What follows belongs to an exercise in optimizing a design on an open flow for small area; a production flow would make more cautious choices. Only simulation tests tie the RTL to the original design; equivalence was not proved. Power figures rest on the tool's default switching activity, not on a simulated workload.

**design/flow/flow/run.sh**
```bash
#!/bin/bash
# Layout flow: the standard ORFS flow (standard.sh) with these changes:
#  - synthesis maps the logic with an area-oriented ABC script (abc.script)
#    in place of ORFS's; everything else in synthesis, including the
#    flip-flop mapping and the standard flow's flatten and rename steps, is unchanged,
#    but adders are not pulled out into full- and half-adder cells first;
#  - the port buffers are the smallest buffer, sky130_fd_sc_hd__buf_1;
#  - clock tree synthesis adds no dummy loads, uses clkbuf_8 buffers, and
#    clusters the flip-flops in groups of up to 64;
#  - one tie cell drives all constant-1 outputs, one all constant-0 outputs.
# Each tool's output goes to a log file in the work folder.
set -euo pipefail
W=$PWD
F=$W/flow

# synthesis script: the standard flow's, with yosys's abc command given our ABC script
{
  head -n 1 synth_recipe.tcl
  cat <<EOF
proc abc {args} {
  set a {}
  set skip 0
  foreach x \$args {
    if {\$skip} { set skip 0; lappend a $F/abc.script; continue }
    if {\$x eq "-script"} { set skip 1 }
    lappend a \$x
  }
  yosys abc {*}\$a
}
proc extract_fa {args} {}
EOF
  tail -n +2 synth_recipe.tcl
} > my_synth.tcl

sed "s|SYNTH_SCRIPT=[^ ]*|SYNTH_SCRIPT=$W/my_synth.tcl|" standard.sh > my_standard.sh
grep -q "SYNTH_SCRIPT=$W/my_synth.tcl" my_standard.sh

export BUFFER_PORTS_ARGS="-buffer_cell sky130_fd_sc_hd__buf_1"
export CTS_ARGS="-sink_clustering_enable -sink_clustering_size 64 -sink_clustering_max_diameter 400 -repair_clock_nets -dont_use_dummy_load -buf_list {sky130_fd_sc_hd__clkbuf_8}"
export SKIP_REPAIR_TIE_FANOUT=1
bash my_standard.sh > flow.log 2>&1
```
**design/flow/flow/abc.script**
```
strash
dc2
dch -f
amap
```
**design/flow/standard.sh**
```bash
#!/bin/bash
# synth_recipe.tcl (not shown) runs the flow's synth.tcl, then flattens the netlist and writes it again
# the make line also repeats each setting of config.mk as NAME=value (left out here)
make -C /OpenROAD-flow-scripts/flow DESIGN_CONFIG=/design/flow/config.mk WORK_HOME=/design/flow/orfs CLKGATE_MAP_FILE= SYNTH_SCRIPT=/design/flow/synth_recipe.tcl "${@:-finish}"
```
**design/flow/config.mk**
```make
export PLATFORM = sky130hd
export DESIGN_NAME = dram_addrmap
export DESIGN_NICKNAME = dram_addrmap
export VERILOG_FILES = /design/flow/design.v
export SDC_FILE = /design/flow/constraint.sdc
export NUM_CORES = 4
export LEC_CHECK = 0
export ABC_AREA = 1
export CAP_MARGIN = 20
export CELL_PAD_IN_SITES_DETAIL_PLACEMENT = 2
export CELL_PAD_IN_SITES_GLOBAL_PLACEMENT = 2
export CORE_AREA = 5 5 155 155
export DIE_AREA = 0 0 160 160
export PLACE_DENSITY = 0.35
export SLEW_MARGIN = 20
export SYNTH_HIERARCHICAL = 1
```
**design/flow/constraint.sdc**
```tcl
create_clock -name core_clock -period 7.0 [get_ports {clk}]
set_input_delay 1.4000 -clock core_clock [delete_from_list [all_inputs] [get_ports {clk}]]
set_output_delay 1.4000 -clock core_clock [all_outputs]
set_load 0.01 [all_outputs]
```
**design/flow/design.v**
```verilog
module addrmap_cfg (
    input  wire [16:0] cfg_geom,
    output wire        legal
);
    wire [3:0] cols  = cfg_geom[3:0];
    wire [3:0] banks = cfg_geom[7:4];
    wire [1:0] bg    = cfg_geom[9:8];
    wire [4:0] rows  = cfg_geom[14:10];
    assign legal = (cols >= 4'd8) && (cols <= 4'd12) &&
                   (banks == 4'd2 || banks == 4'd3) &&
                   (bg <= 2'd2) &&
                   (rows >= 5'd14) && (rows <= 5'd18);
endmodule
module dm_aoi222 (input wire a1, a2, b1, b2, c1, c2, output wire y);
    assign y = ~((a1 & a2) | (b1 & b2) | (c1 & c2));
endmodule
module dm_aoi22 (input wire a1, a2, b1, b2, output wire y);
    assign y = ~((a1 & a2) | (b1 & b2));
endmodule
module dm_inv (input wire a, output wire y);
    assign y = ~a;
endmodule
module dm_nand2 (input wire a, b, output wire y);
    assign y = ~(a & b);
endmodule
module dm_nand3 (input wire a, b, c, output wire y);
    assign y = ~(a & b & c);
endmodule
module dm_nand4 (input wire a, b, c, d, output wire y);
    assign y = ~(a & b & c & d);
endmodule
module dm_aoi221 (input wire a1, a2, b1, b2, c, output wire y);
    assign y = ~((a1 & a2) | (b1 & b2) | c);
endmodule
module dm_aoi211 (input wire a1, a2, b, c, output wire y);
    assign y = ~((a1 & a2) | b | c);
endmodule
module dm_aoi21 (input wire a1, a2, b, output wire y);
    assign y = ~((a1 & a2) | b);
endmodule
module dm_aoi31 (input wire a1, a2, a3, b, output wire y);
    assign y = ~((a1 & a2 & a3) | b);
endmodule
module dm_pick4 (input wire [3:0] s, input wire [3:0] d, output wire y);
    wire n0, n1;
    dm_aoi222 g0 (.a1(s[0]), .a2(d[0]), .b1(s[1]), .b2(d[1]), .c1(s[2]), .c2(d[2]), .y(n0));
    dm_nand2  g1 (.a(s[3]), .b(d[3]), .y(n1));
    dm_nand2  g2 (.a(n0), .b(n1), .y(y));
endmodule
module dm_pick4m (input wire nm, input wire [3:0] s, input wire [3:0] d, output wire y);
    wire n0, n1;
    dm_aoi222 g0 (.a1(s[0]), .a2(d[0]), .b1(s[1]), .b2(d[1]), .c1(s[2]), .c2(d[2]), .y(n0));
    dm_nand2  g1 (.a(s[3]), .b(d[3]), .y(n1));
    dm_aoi21  g2 (.a1(n0), .a2(n1), .b(nm), .y(y));
endmodule
module dm_pick8 (input wire [7:0] s, input wire [7:0] d, output wire y);
    wire n0, n1, n2;
    dm_aoi222 g0 (.a1(s[0]), .a2(d[0]), .b1(s[1]), .b2(d[1]), .c1(s[2]), .c2(d[2]), .y(n0));
    dm_aoi222 g1 (.a1(s[3]), .a2(d[3]), .b1(s[4]), .b2(d[4]), .c1(s[5]), .c2(d[5]), .y(n1));
    dm_aoi22  g2 (.a1(s[6]), .a2(d[6]), .b1(s[7]), .b2(d[7]), .y(n2));
    dm_nand3  g3 (.a(n0), .b(n1), .c(n2), .y(y));
endmodule
module dm_pick8m (input wire nm, input wire [7:0] s, input wire [7:0] d, output wire y);
    wire n0, n1, n2;
    dm_aoi222 g0 (.a1(s[0]), .a2(d[0]), .b1(s[1]), .b2(d[1]), .c1(s[2]), .c2(d[2]), .y(n0));
    dm_aoi222 g1 (.a1(s[3]), .a2(d[3]), .b1(s[4]), .b2(d[4]), .c1(s[5]), .c2(d[5]), .y(n1));
    dm_aoi22  g2 (.a1(s[6]), .a2(d[6]), .b1(s[7]), .b2(d[7]), .y(n2));
    dm_aoi31  g3 (.a1(n0), .a2(n1), .a3(n2), .b(nm), .y(y));
endmodule
module dm_pick5 (input wire [4:0] s, input wire [4:0] d, output wire y);
    wire n0, n1;
    dm_aoi222 g0 (.a1(s[0]), .a2(d[0]), .b1(s[1]), .b2(d[1]), .c1(s[2]), .c2(d[2]), .y(n0));
    dm_aoi22  g1 (.a1(s[3]), .a2(d[3]), .b1(s[4]), .b2(d[4]), .y(n1));
    dm_nand2  g2 (.a(n0), .b(n1), .y(y));
endmodule
module dm_pick12 (input wire [11:0] s, input wire [11:0] d, output wire y);
    wire n0, n1, n2, n3;
    dm_aoi222 g0 (.a1(s[0]), .a2(d[0]), .b1(s[1]), .b2(d[1]), .c1(s[2]), .c2(d[2]), .y(n0));
    dm_aoi222 g1 (.a1(s[3]), .a2(d[3]), .b1(s[4]), .b2(d[4]), .c1(s[5]), .c2(d[5]), .y(n1));
    dm_aoi222 g2 (.a1(s[6]), .a2(d[6]), .b1(s[7]), .b2(d[7]), .c1(s[8]), .c2(d[8]), .y(n2));
    dm_aoi222 g3 (.a1(s[9]), .a2(d[9]), .b1(s[10]), .b2(d[10]), .c1(s[11]), .c2(d[11]), .y(n3));
    dm_nand4  g4 (.a(n0), .b(n1), .c(n2), .d(n3), .y(y));
endmodule
module dram_addrmap (
    input  wire         clk,
    input  wire         rst,
    input  wire         cfg_we,
    input  wire [16:0]  cfg_geom,
    output reg          cfg_err,
    output wire         ag_valid,
    output wire [16:0]  ag_geom,
    output wire         mstr_half,
    output wire [1:0]   mstr_ranks,
    output wire [11:0]  map_bg,
    output wire [53:0]  map_col,
    output wire [17:0]  map_bank,
    output wire [107:0] map_row,
    output wire [5:0]   map_rank,
    input  wire         req_valid,
    input  wire [37:0]  req_addr,
    input  wire [1:0]   req_size,
    output wire         rsp_valid,
    output wire [1:0]   rsp_fault,
    output wire         rsp_rank,
    output wire [1:0]   rsp_bg,
    output wire [2:0]   rsp_bank,
    output wire [17:0]  rsp_row,
    output wire [11:0]  rsp_col,
    output wire [1:0]   rsp_lane
);
    localparam [5:0] DISABLED = 6'h3F;
    localparam [1:0] F_OK = 2'd0, F_MISALIGNED = 2'd1, F_NOT_READY = 2'd2, F_RANGE = 2'd3;
    wire legal;
    addrmap_cfg u_chk (.cfg_geom(cfg_geom), .legal(legal));
    reg [2:0] g_x;           
    reg       g_b;
    reg [1:0] g_g;
    reg       r4, r1, r0;
    reg       g_k;
    reg       g_h;
    wire ld   = !rst && cfg_we && legal;
    wire hold = !rst && !(cfg_we && legal);
    wire [2:0] n_x = {1'b0, cfg_geom[9:8]} + cfg_geom[2:0] + {2'b00, cfg_geom[4]};
    always @(posedge clk) begin
        cfg_err <= !rst && cfg_we && !legal;
        g_x <= ({3{ld}} & n_x)           | ({3{hold}} & g_x);
        g_b <= (ld & cfg_geom[4])        | (hold & g_b);
        g_g <= ({2{ld}} & cfg_geom[9:8]) | ({2{hold}} & g_g);
        r4  <= (ld & cfg_geom[14])       | (hold & r4);
        r1  <= (ld & cfg_geom[11])       | (hold & r1);
        r0  <= (ld & cfg_geom[10])       | (hold & r0);
        g_k <= (ld & cfg_geom[15])       | (hold & g_k);
        g_h <= (ld & cfg_geom[16])       | (hold & g_h);
    end
    wire       g_v = r4 | r1;                        
    wire       r32 = r1 & ~r4;                       
    wire [2:0] g_r = {r4 & r1, r4 & ~r1, r0};        
    assign ag_valid   = g_v;
    assign ag_geom    = {g_h, g_k, r4, r32, r32, r1, r0, g_g, 2'b00, g_v, g_b, g_v, g_c};
    assign mstr_half  = g_h;
    assign mstr_ranks = {g_k, g_v};
    wire [2:0] g_y = g_x - {2'b00, g_b};
    wire [2:0] g_c = g_y - {1'b0, g_g};
    wire [3:0] g_z = {1'b0, g_x} + {1'b0, g_r};
    genvar i;
    generate
        for (i = 0; i < 2; i = i + 1) begin : gmbg
            assign map_bg[i*6 +: 6] = (i < g_g) ? 6'd3 + i : DISABLED;
        end
        for (i = 3; i < 12; i = i + 1) begin : gmcol
            if (i < 8) begin : u
                assign map_col[(i-3)*6 +: 6] = (g_g + i) | ({6{~g_v}} & ~(6'd0 + i));
            end else begin : m
                assign map_col[(i-3)*6 +: 6] = ((i - 8) < g_c) ? g_g + i : DISABLED;
            end
        end
        for (i = 0; i < 3; i = i + 1) begin : gmbank
            if (i < 2) begin : u
                assign map_bank[i*6 +: 6] = (6'd8 + i + g_y) | ({6{~g_v}} & ~(6'd8 + i));
            end else begin : m
                assign map_bank[i*6 +: 6] = g_b ? 6'd8 + i + g_y : DISABLED;
            end
        end
        for (i = 0; i < 18; i = i + 1) begin : gmrow
            if (i < 14) begin : u
                assign map_row[i*6 +: 6] = (6'd10 + i + g_x) | ({6{~g_v}} & ~(6'd10 + i));
            end else begin : m
                assign map_row[i*6 +: 6] = ((i - 14) < g_r) ? 6'd10 + i + g_x : DISABLED;
            end
        end
    endgenerate
    assign map_rank = g_k ? 6'd24 + g_z : DISABLED;
    reg [37:0] a;
    reg        rv;
    wire mis = (req_addr[0] & (req_size != 2'd0)) | (req_addr[1] & req_size[1]) |
               (req_addr[2] & (req_size == 2'd3));
    always @(posedge clk) begin
        rv        <= !rst && req_valid && !mis;
        a[0]      <= !rst && req_valid && (req_addr[0] || mis);
        a[37:1]   <= req_addr[37:1];
    end
    assign rsp_valid = rv | a[0];
    wire       hb = ~g_h;
    wire [1:0] s1 = {1'b0, hb} + g_g;
    wire [3:0] s3 = {3'b0, hb} + {1'b0, g_x};
    wire [3:0] sc_n = ~(4'd1 << s1);                    
    wire [2:0] sp_n = ~((s3 >= 4'd6) ? 3'b100 : (s3 >= 4'd3) ? 3'b010 : 3'b001);   
    wire [2:0] sq_n = ~((s3 == 4'd0 || s3 == 4'd3 || s3 == 4'd6) ? 3'b001 :
                        (s3 == 4'd1 || s3 == 4'd4 || s3 == 4'd7) ? 3'b010 : 3'b100);  
    wire [3:0] sc;
    wire [2:0] sp, sq;
    generate
        for (i = 0; i < 4; i = i + 1) begin : gsc
            dm_inv u (.a(sc_n[i]), .y(sc[i]));
        end
        for (i = 0; i < 3; i = i + 1) begin : gspq
            dm_inv up (.a(sp_n[i]), .y(sp[i]));
            dm_inv uq (.a(sq_n[i]), .y(sq[i]));
        end
    endgenerate
    wire [4:0] sr = 5'd1 << g_r;                        
    wire [3:0] ncm = ~{g_c == 3'd4, g_c >= 3'd3, g_c >= 3'd2, g_c != 3'd0};    
    wire [3:0] rm  = {g_r == 3'd4, g_r >= 3'd3, g_r >= 3'd2, g_r != 3'd0};      
    assign rsp_lane     = {hb & a[1], a[0]};
    assign rsp_col[2:0] = g_h ? a[3:1] : a[4:2];
    assign rsp_bg       = {g_g[1], g_g != 2'd0} & (g_h ? a[5:4] : a[6:5]);
    generate
        for (i = 0; i < 9; i = i + 1) begin : gcol
            if (i < 5) begin : u
                dm_pick4 p (.s(sc), .d(a[4+i +: 4]), .y(rsp_col[3+i]));
            end else begin : m
                dm_pick4m p (.nm(ncm[i-5]), .s(sc), .d(a[4+i +: 4]), .y(rsp_col[3+i]));
            end
        end
    endgenerate
    wire [23:0] nt;      
    wire [21:0] rx;      
    generate
        for (i = 0; i < 24; i = i + 1) begin : grA
            dm_aoi222 g (.a1(sp[0]), .a2(a[8+i]), .b1(sp[1]), .b2(a[11+i]),
                         .c1(sp[2]), .c2(a[14+i]), .y(nt[i]));
        end
        for (i = 0; i < 22; i = i + 1) begin : grB
            dm_aoi222 g (.a1(sq[0]), .a2(nt[i]), .b1(sq[1]), .b2(nt[i+1]),
                         .c1(sq[2]), .c2(nt[i+2]), .y(rx[i]));
        end
    endgenerate
    assign rsp_bank = g_b ? rx[2:0] : {1'b0, rx[2:1]};
    assign rsp_row  = {rm & rx[20:17], rx[16:3]};
    wire rank_bit;
    dm_pick5 u_rank (.s(sr), .d(rx[21:17]), .y(rank_bit));
    assign rsp_rank = rank_bit;
    wire [3:0] gle = {~g_r[2], ~(g_r[2] | (g_r[1] & g_r[0])), ~(g_r[2] | g_r[1]), g_r == 3'd0};
    reg  [7:0] th;                                      
    integer k;
    always @(*)
        for (k = 0; k < 8; k = k + 1)
            th[k] = (s3 <= k);
    wire above_hi;
    dm_pick8 u_above (.s(th), .d(a[37:30]), .y(above_hi));
    wire above = above_hi | |(gle & rx[21:18]);
    wire out_range = above | (~g_k & rank_bit);
    assign rsp_fault = !rv       ? F_MISALIGNED :
                       !g_v      ? F_NOT_READY  :
                       out_range ? F_RANGE      : F_OK;
endmodule
```
==> summary.txt <==
* Status: complete, no violations
* Fin cells at 987
* Fmax at 159 MHz
* Switch Pwr at 0.172 mW
* Wire per inst at 20.4 um
* Vias/cell at 4.59
* Worst EP required at 5.60 ns
* Area grow syn2layout at 13.9%
* Crit path DAT at 4.89 ns
* Register bit total from synthesis at 51
* Detailed Place HPWL at 16.8 mm
* Clock slew at reported path FFs at 0.09 ns
* WL final at 20.2 mm
* Internal at 0.403 mW
* Gpl congestion at 0.758
* Sequential power share at 55.2%
* Post-Place Cells at 982
* Final number of hold-violating endpoints at 0
* Antenna viol nets, final at 0
* Via Count at 4533
* Ant diodes at 0
* Ports at 322
* Commonest non-fill, non-tap cells in the layout: buf_1 (300), nand2_1 (79), a222oi_1 (58), clkinv_1 (53), dfxtp_1 (51)
* Syn nets at 603
* Peak VDD IR at 0.0557 mV
* Largest net degree at the start of global routing at 34
* DR DRC count at 0
* DR pass1 iterations at 7
* Global route total overflow at 0
* Slew HR at 45.3%
* Commonest non-fill, non-tap cell in the layout: buf_1
* Pwr dens at 128 nW/um2
* Final core utilization at 20.5%
* Worst hold path type: reg2reg
* Fin. max-slew vios at 0
* Skew final at 0 ns
* Core area at 22000 um2
* Tmin final at 6.29 ns
* Num CTS Buffers at 5
* Min Hold Slack at 0.656 ns
* Post-CTS Hold Fix Bufs at 0
* CP startpoint kind: register
* Sw Share at 29.9%
* Worst skew pair latency at 0.30 ns
* H-tree Lvls at 2
* Die boundary width at 160 um
* Share of cells above drive strength 1 at 1.56%
* CTS tree: yes
* Pleak at 1.38 nW
* Worst slew pin tran at 0.819 ns
* First-pass GRT wire length at 30.5 mm
* First DRT Iteration DRCs at 419
* Crit share post-route at 89.8%
* Setup repair bufs after CTS at 0
* Count of cell types in the netlist at 31
* Syn Std Cell Area at 3950 um2
* Clk network pwr share at 28.3%
* Unrepaired setup endpoints after global routing: false
* Final #Nets at 770
* Final setup fails at 0
* Post-Syn Instances at 542
* Sequential area share after synthesis at 25.8%
* Initial Util at 18.0%
* Buffers on Ports at 300
* Worst-path fanout max at 24
* Crit path kind: reg2out
* Initial antenna violation count at 0
* Row cnt at 54
* Max clock buf depth at 2
* Logic pwr share at 16.5%
* Full die area at 25600 um2
* Die Ht at 160 um
* Crit. End Element: primary output
* Ys Warns at 7
* CTS root buf: clkbuf_8
* Setup_tns at 0 ns
* Syn avg cell area at 7.29 um2
* Vias in the first global route at 4893
* MaxCap Viol Count at 0
* CTS sink cnt at 51
* # resized after CTS at 0
* GR Util All Layers at 14.9%
power groups by stage:
stage	logic [mW]	clock network (mW)	registers, mW
after CTS	0.0970	0.179	0.318
final	0.0949	0.163	0.318
after global routing	0.106	0.186	0.320
after global placement	0.0957	0	0.325
after floorplan	0.0766	0	0.317
after detailed placement	0.0965	0	0.325
modules after synthesis (local to each module, per instance), a selection:
module / copies in the design / area, um2
dm_aoi21: 4 / 5.00
dm_inv: 10 / 3.75
dram_addrmap: 1 / 3190
dm_aoi222: 58 / 10.0
dm_nand2: 15 / 3.75
addrmap_cfg: 1 / 45.0
dm_aoi22: 2 / 7.51
dm_nand3: 1 / 5.00
worst paths after layout:
| path | start | end | slack (ns) | depth (start not counted) |
|---|---|---|---|---|
| worst min-delay path | r1 | r1 | 0.66 | 2 |
| worst min register to register | r1 | r1 | 0.66 | 2 |
| worst max-delay path | g_x[1] | rsp_fault[1] | 0.71 | 13 |
| worst max register to register | r4 | r4 | 5.58 | 2 |
Yosys cell counts:
cell / count / share of area, %
nor2b_1: 6 / 0.95
a31oi_1: 2 / 0.32
a221o_1: 1 / 0.25
buf_4: 132 / 25
a21oi_1: 16 / 2.0
nand2b_1: 1 / 0.16
a2111oi_0: 1 / 0.22
o21a_1: 1 / 0.19
clkinv_1: 54 / 5.1
nor2_1: 46 / 4.4
nor3_1: 5 / 0.63
conb_1: 2 / 0.19
dfxtp_1: 51 / 26
nand4_1: 1 / 0.16
buf_1: 11 / 1.0
a21boi_0: 1 / 0.19
o32ai_1: 2 / 0.44
o22ai_1: 13 / 2.1
and3_1: 2 / 0.32
a211oi_1: 1 / 0.19
nand2_1: 79 / 7.5
nand3_1: 2 / 0.25
a222oi_1: 58 / 15
o211ai_1: 1 / 0.19
o21ai_0: 35 / 4.4
a211o_1: 1 / 0.22
o21bai_1: 1 / 0.19
or3_1: 1 / 0.16
or2_0: 10 / 1.6
o221a_1: 1 / 0.28
a22oi_1: 4 / 0.76
metal layers:
layer  GRT usage (%)  wire length [um]  share of wire [%]  vias to the layer above
met5               0                 0                  0                        -
met4            3.09               266                1.3                        0
met3            4.41              1620                8.0                       11
met2            26.4              9750                 48                      228
met1            18.0              8520                 42                     2163
li1                -                 -                  -                     2131
critical path: stages, from the launching register on:
cell	delay (ns)
dfxtp_1	0.55
clkinv_1	0.49
o21ai_0	0.51
clkinv_1	0.62
a222oi_1	0.62
a222oi_1	0.28
a222oi_1	0.37
nand2_1	0.13
a21oi_1	0.16
o21ai_0	0.10
a221o_1	0.29
a21oi_1	0.16
a21boi_0	0.11
buf_1	0.17
metrics by stage:
stage	power (mW)	cell area, um2	setup WS [ns]
6_report	0.576	4500	0.712
5_1_grt	0.612	4500	0.0895
4_1_cts	0.593	4490	0.660
3_5_place_dp	0.421	4420	0.990
3_3_place_gp	0.421	4420	1.34
2_1_floorplan	0.394	3950	1.74
sequential cells by signal, indices dropped and copies added (netlist names):
register and flops:
a 38, g_x 3, g_g 2, cfg_err 1, g_b 1, g_h 1
g_k 1, r0 1, r1 1, r4 1, rv 1
cell families (layout without fill, tap and decap cells):
| family | count (synthesis) | count (layout) | share of synthesized area [%] |
|---|---|---|---|
| other | 2 | 2 | 0.190 |
| AND/OR/NAND/NOR | 153 | 153 | 16.1 |
| flip-flops | 51 | 51 | 25.8 |
| AO/OA/AOI/OAI | 139 | 139 | 26.7 |
| buffers and inverters | 197 | 362 | 31.2 |
final cells by class:
| class | instances | area, um2 |
|---|---|---|
| multi-input cells | 294 | 1710 |
| flip-flops and latches | 51 | 1020 |
| clock buffers | 5 | 68.8 |
| well taps | 280 | 350 |
| fillers | 2758 | 17500 |
| repair buffers | 303 | 1150 |
| inverters | 54 | 203 |

## afterwards: timing with drivers on the ports
The results above use ideal ports. As a check the final layout listed here was re-extracted and re-timed, cells and wires unchanged.
Step 1, drivers: a clkbuf_16 drives clk and a buf_2 each remaining input, both assumed.
Step 2 adds t to the input delays and takes it off the output delays; t is the mean of the earliest and latest rising clock arrival at the registers after step 1. Input paths then give back, and output paths get back, about the clock's delay inside the block.
Three values: no drivers, after step 1, after step 2; two values: the first two.
t (ns): 0.351
setup WS [ns]: 0.712 / 0.676 / 1.027
hold slack, ns: 0.656 / 0.656 / 0.656
latest minus earliest clock arrival (ns): 0.025 / 0.026
After both steps this run still meets setup and hold. The setup slack of this run moves by -0.036 ns with the drivers and by +0.315 ns with both steps.
